Background: an optimization exercise with open tools, aiming at small area, a short achievable clock period and few clock cycles per item. Do not read the settings as production practice.
The RTL was checked by simulation tests, not by an equivalence proof against the original design.

### config.mk
export PLATFORM = sky130hd
export DESIGN_NAME = hsv2rgb_stream
export DESIGN_NICKNAME = hsv2rgb_stream
export VERILOG_FILES = /design/flow/design.v
export SDC_FILE = /design/flow/constraint.sdc
export NUM_CORES = 4
export LEC_CHECK = 0
export CAP_MARGIN = 20
export CORE_MARGIN = 2
export CORE_UTILIZATION = 40
export SLEW_MARGIN = 20
### constraint.sdc
create_clock -name core_clock -period 16.0 [get_ports {clk}]
set_input_delay 3.2000 -clock core_clock [delete_from_list [all_inputs] [get_ports {clk}]]
set_output_delay 3.2000 -clock core_clock [all_outputs]
set_load 0.01 [all_outputs]
### design.v
module hsv2rgb_scale8 (
    input  wire [7:0] i,
    input  wire [7:0] frac,
    output wire [7:0] y
);
    wire [8:0]  m = {1'b0, frac} + 9'd1;
    wire [16:0] p = i * m;
    assign y = p[15:8];
endmodule
module hsv2rgb_scale8_video (
    input  wire [7:0] i,
    input  wire [7:0] scale,
    output wire [7:0] y
);
    wire [15:0] p = i * scale;
    assign y = p[15:8] + {7'd0, (i != 8'd0) && (scale != 8'd0)};
endmodule
module hsv2rgb_core (
    input  wire [7:0]  hue,
    input  wire [7:0]  sat,
    input  wire [7:0]  val,
    output wire [31:0] rgb
);
    wire [2:0] sector  = hue[7:5];
    wire [7:0] offset8 = {hue[4:0], 3'b000};
    wire [7:0] third;
    wire [7:0] twothirds;
    hsv2rgb_scale8 u_third     (.i(offset8), .frac(8'd85),  .y(third));
    hsv2rgb_scale8 u_twothirds (.i(offset8), .frac(8'd170), .y(twothirds));
    reg [7:0] raw_r, raw_g, raw_b;
    always @(*) begin
        case (sector)
            3'd0: begin raw_r = 8'd255 - third;     raw_g = third;              raw_b = 8'd0;               end
            3'd1: begin raw_r = 8'd171;             raw_g = 8'd85 + third;      raw_b = 8'd0;               end
            3'd2: begin raw_r = 8'd171 - twothirds; raw_g = 8'd170 + third;     raw_b = 8'd0;               end
            3'd3: begin raw_r = 8'd0;               raw_g = 8'd255 - third;     raw_b = third;              end
            3'd4: begin raw_r = 8'd0;               raw_g = 8'd171 - twothirds; raw_b = 8'd85 + twothirds;  end
            3'd5: begin raw_r = third;              raw_g = 8'd0;               raw_b = 8'd255 - third;     end
            3'd6: begin raw_r = 8'd85 + third;      raw_g = 8'd0;               raw_b = 8'd171 - third;     end
            default: begin raw_r = 8'd170 + third;  raw_g = 8'd0;               raw_b = 8'd85 - third;      end
        endcase
    end
    wire [7:0] desat = 8'd255 - sat;
    wire [7:0] brightness_floor;
    wire [7:0] scl_r, scl_g, scl_b;
    hsv2rgb_scale8 u_floor (.i(desat), .frac(desat), .y(brightness_floor));
    hsv2rgb_scale8 u_scl_r (.i(raw_r), .frac(sat),   .y(scl_r));
    hsv2rgb_scale8 u_scl_g (.i(raw_g), .frac(sat),   .y(scl_g));
    hsv2rgb_scale8 u_scl_b (.i(raw_b), .frac(sat),   .y(scl_b));
    reg [7:0] sat_r, sat_g, sat_b;
    always @(*) begin
        if (sat == 8'd255) begin
            sat_r = raw_r;
            sat_g = raw_g;
            sat_b = raw_b;
        end else if (sat == 8'd0) begin
            sat_r = 8'd255;
            sat_g = 8'd255;
            sat_b = 8'd255;
        end else begin
            sat_r = scl_r + brightness_floor;
            sat_g = scl_g + brightness_floor;
            sat_b = scl_b + brightness_floor;
        end
    end
    wire [7:0] valp;
    wire [7:0] dim_r, dim_g, dim_b;
    hsv2rgb_scale8_video u_valp (.i(val), .scale(val), .y(valp));
    hsv2rgb_scale8 u_dim_r (.i(sat_r), .frac(valp), .y(dim_r));
    hsv2rgb_scale8 u_dim_g (.i(sat_g), .frac(valp), .y(dim_g));
    hsv2rgb_scale8 u_dim_b (.i(sat_b), .frac(valp), .y(dim_b));
    reg [7:0] out_r, out_g, out_b;
    always @(*) begin
        if (val == 8'd255) begin
            out_r = sat_r;
            out_g = sat_g;
            out_b = sat_b;
        end else if (valp == 8'd0) begin
            out_r = 8'd0;
            out_g = 8'd0;
            out_b = 8'd0;
        end else begin
            out_r = dim_r;
            out_g = dim_g;
            out_b = dim_b;
        end
    end
    assign rgb = {8'd0, out_r, out_g, out_b};
endmodule
module hsv2rgb_stream (
    input  wire        clk,
    input  wire        rst,
    input  wire        in_valid,
    output wire        in_ready,
    input  wire [7:0]  hue_i,
    input  wire [7:0]  sat_i,
    input  wire [7:0]  val_i,
    output reg         out_valid,
    output reg  [31:0] rgb_o
);
    assign in_ready = 1'b1;
    reg       req_valid;
    reg [7:0] req_hue, req_sat, req_val;
    always @(posedge clk) begin
        if (rst)
            req_valid <= 1'b0;
        else
            req_valid <= in_valid;
    end
    always @(posedge clk) begin
        if (in_valid) begin
            req_hue <= hue_i;
            req_sat <= sat_i;
            req_val <= val_i;
        end
    end
    wire [31:0] rgb;
    hsv2rgb_core u_core (
        .hue (req_hue),
        .sat (req_sat),
        .val (req_val),
        .rgb (rgb)
    );
    always @(posedge clk) begin
        if (rst)
            out_valid <= 1'b0;
        else
            out_valid <= req_valid;
    end
    always @(posedge clk) begin
        if (req_valid)
            rgb_o <= rgb;
    end
endmodule
### run.sh
#!/bin/bash
# synth_recipe.tcl (not shown) runs the flow's synth.tcl, then flattens the netlist and writes it again
# the make line also repeats each setting of config.mk as NAME=value (left out here)
make -C /OpenROAD-flow-scripts/flow DESIGN_CONFIG=/design/flow/config.mk WORK_HOME=/design/flow/orfs CLKGATE_MAP_FILE= SYNTH_SCRIPT=/design/flow/synth_recipe.tcl finish
==> run notes <==
per-stage QoR:
stage	worst slack [ps]	std cells	hold slack [ps]
2_1_floorplan	3020	2663	814
3_3_place_gp	1480	3355	733
3_5_place_dp	1200	3355	735
4_1_cts	1130	3363	753
5_1_grt	209	3364	770
6_report	1130	3364	741
routing by layer:
layer	part of all wire	global-route usage
met3	0.052	0.0247
met5	0.00021	0
met4	0.040	0.0926
met1	0.41	0.274
met2	0.49	0.389
layout make-up:
| cell class | instances | area (um2) | share of cell area |
|---|---|---|---|
| Inverter | 542 | 2030 | 0.0865 |
| Tap cell | 704 | 881 | 0.0375 |
| Clock inverter | 3 | 28.8 | 0.00122 |
| Clock buffer | 5 | 125 | 0.00532 |
| Timing Repair Buffer | 93 | 830 | 0.0353 |
| Sequential cell | 50 | 1480 | 0.0630 |
| Multi-Input combinational cell | 1967 | 18100 | 0.771 |
cell families (layout without fill, tap and decap cells):
| group | after synthesis | after routing | synth area share |
|---|---|---|---|
| AND/OR/NAND/NOR | 810 | 810 | 0.173 |
| buffers and inverters | 646 | 643 | 0.113 |
| adder cells (fa/ha/maj) | 624 | 624 | 0.460 |
| AO/OA/AOI/OAI | 348 | 348 | 0.110 |
| XOR/XNOR | 166 | 166 | 0.0711 |
| flip-flops | 50 | 50 | 0.0671 |
| multiplexers | 10 | 10 | 0.00465 |
| other | 2 | 9 | 0.000340 |
sequential cells by signal (all words and copies together), names as in the netlist:
name / cells
req_val: 8
req_sat: 8
rgb_o: 24
req_valid: 1
out_valid: 1
req_hue: 8
repair_timing:
action,in CTS,in global routing
setup buffers,0,0
hold buffers,0,0
gates resized for setup,0,1
setup endpoints to repair,0,1
critical path, delay by kind of cell, from the launching register on:
kind,cells,cell delay (ps)
flops,1,480
compound gates,16,3780
simple gates,10,2420
buf+inv,5,630
xor+xnor,3,680
fa+ha+maj,15,6560
path summary, 6_finish.rpt:
path,slack (ps),startpoint,to
max,1130,req_hue[3],rgb_o[4]
min,740,req_valid,rgb_o[17]
max reg2reg,1130,req_hue[3],rgb_o[4]
min reg2reg,740,req_valid,rgb_o[17]
synthesized netlist by cell type, types with 5 or more instances:
master and number:
inv_1 535, buf_4 12, a21oi_1 80, and2_1 54, o31ai_1 10, nand2_1 198
o22ai_1 31, a21o_1 22, o32ai_1 5, buf_2 23, nand3_1 28, a31oi_1 6
nor2b_1 15, o21a_1 13, xnor2_1 115, buf_1 9, or2_2 55, nand4_1 16
a211oi_1 13, or2_1 7, o21bai_1 11, o211ai_1 10, edfxtp_1 48, or3_1 10
nor4_1 6, nand3b_1 5, nor3b_1 5, a22oi_1 6, mux2i_1 8, clkbuf_1 60
xor2_1 38, ha_1 310, nor3_1 26, xnor2_2 8, nand2b_1 45, and3_1 14
o21ai_0 51, nor2_1 305, o21ai_1 10, fa_1 312, o22a_1 8
==> results_dict.tcl <==
set metrics [dict create \
    htree_levels 2 \
    fin_crit_ps 14870 \
    ys_top_cells_by_area "fa_1 28%, ha_1 18%, inv_1 9.1%" \
    initial_utilization 0.403 \
    drc_errors 0 \
    required_ps 16040 \
    clkTransAtPathRegs_ps 90 \
    worst_pin_slew_ps 1070 \
    die_w_um 239 \
    hold_class "reg2reg" \
    place_congestion 0.887 \
    avgRoutedWirePerCell_um 18.0 \
    core_area_um2 54800 \
    first_pass_iters 5 \
    cts_buffer_depth 2 \
    finalCritPeriodShare 0.929 \
    nNetsFinal 3308 \
    die_area_um2 57100 \
    synthCells 2656 \
    slew_headroom 0.282 \
    avgSynthCellArea_um2 8.31 \
    vias 18097 \
    grt_start_max_net_pins 50 \
    drt_wl_total_mm 60.7 \
    r2r_cells 49 \
    viasPerCell 5.38 \
    ant_nets 0 \
    synth_edf_count 48 \
    final_core_util 0.429 \
    cts_tree "done" \
    clock-skew-final_ps 12.8 \
    crit_path_end_kind "register" \
    overflow 0 \
    antenna_found_initial 1 \
    hold_viol 0 \
    crit_arrival_ps 14910 \
    async_flop_share 0 \
    area_growth_pct 6.57 \
    insertion_delay_ps 340 \
    final_area_um2 23500 \
    drv_slew 0 \
    synth_flop_cell "edfxtp_1" \
    drv_cap 0 \
    numCtsBuffers 5 \
    synth_top_area_cell "fa_1" \
    ys_warn_count 2 \
    synth_top_area_share 0.283 \
    root_buffer "clkbuf_16" \
    clock.fmax_mhz 67.3 \
    dp_hpwl_mm 48.0 \
    path_class "reg2reg" \
    drt_iter0_markers 1021 \
    layout-drive-gt1-share 0.0602 \
    num_antenna_cells 0 \
    ys_ff_latch 50 \
    max_stage_delay_ps 620 \
    io_pins 61 \
    grt_pass1_vias 19159 \
    setup_tns_ps 0 \
    status "timing/DRC/antenna clean" \
    mostFrequentLayoutCell "inv_1" \
    setup_violations 0 \
    placed_area_um2 23300 \
    grtUsageTotal 0.221 \
    grt_setup_unrepaired "no" \
    crit_fanout 13 \
    final_cell_mix "535 x inv_1, 312 x fa_1, 310 x ha_1" \
    start_kind "register" \
    portBuffers 51 \
    rows 86 \
    min_path_cells 1 \
    cp_common_cell "fa_1" \
    die_h_um 239 \
    cpMaxStageDelayCell "ha_1" \
    n_fill_cell 5362 \
    cts.sinks 50 \
    ys_seq_area_frac 0.0671 \
    grt_pass1_wl_mm 99.6 \
    netlist_area_um2 22100 \
    synth_cell_types 98 \
]
Testbench counts, summed over its fixed seeds: cycles 16,016, items 16,000.

-- re-timing with driven ports --
The results above use ideal ports. As a check the final layout listed here was re-extracted and re-timed, cells and wires unchanged. Step 1 (the two cells are an assumption about what drives the block):
set clk [get_ports {clk}]
set_driving_cell -lib_cell sky130_fd_sc_hd__clkbuf_16 $clk
set_driving_cell -lib_cell sky130_fd_sc_hd__buf_2 [delete_from_list [all_inputs] $clk]
Step 2 times the ports against the registers' clock, not the clock port: input delays grow and output delays shrink by t, the midpoint of the rising clock arrivals with the driver on. Three values: ideal, step 1, step 2; two values: the first two.
t (ns): 0.394
setup slack, ns: 1.131 / 1.131 / 1.131
hold WS [ns]: 0.741 / 0.741 / 0.741
clock arrival spread, ns: 0.013 / 0.013
slew at the worst register clock pin (ns): 0.09 / 0.09
After both steps this run still meets setup and hold. The setup slack of this run moves by 0.000 ns with the drivers and by 0.000 ns with both steps.
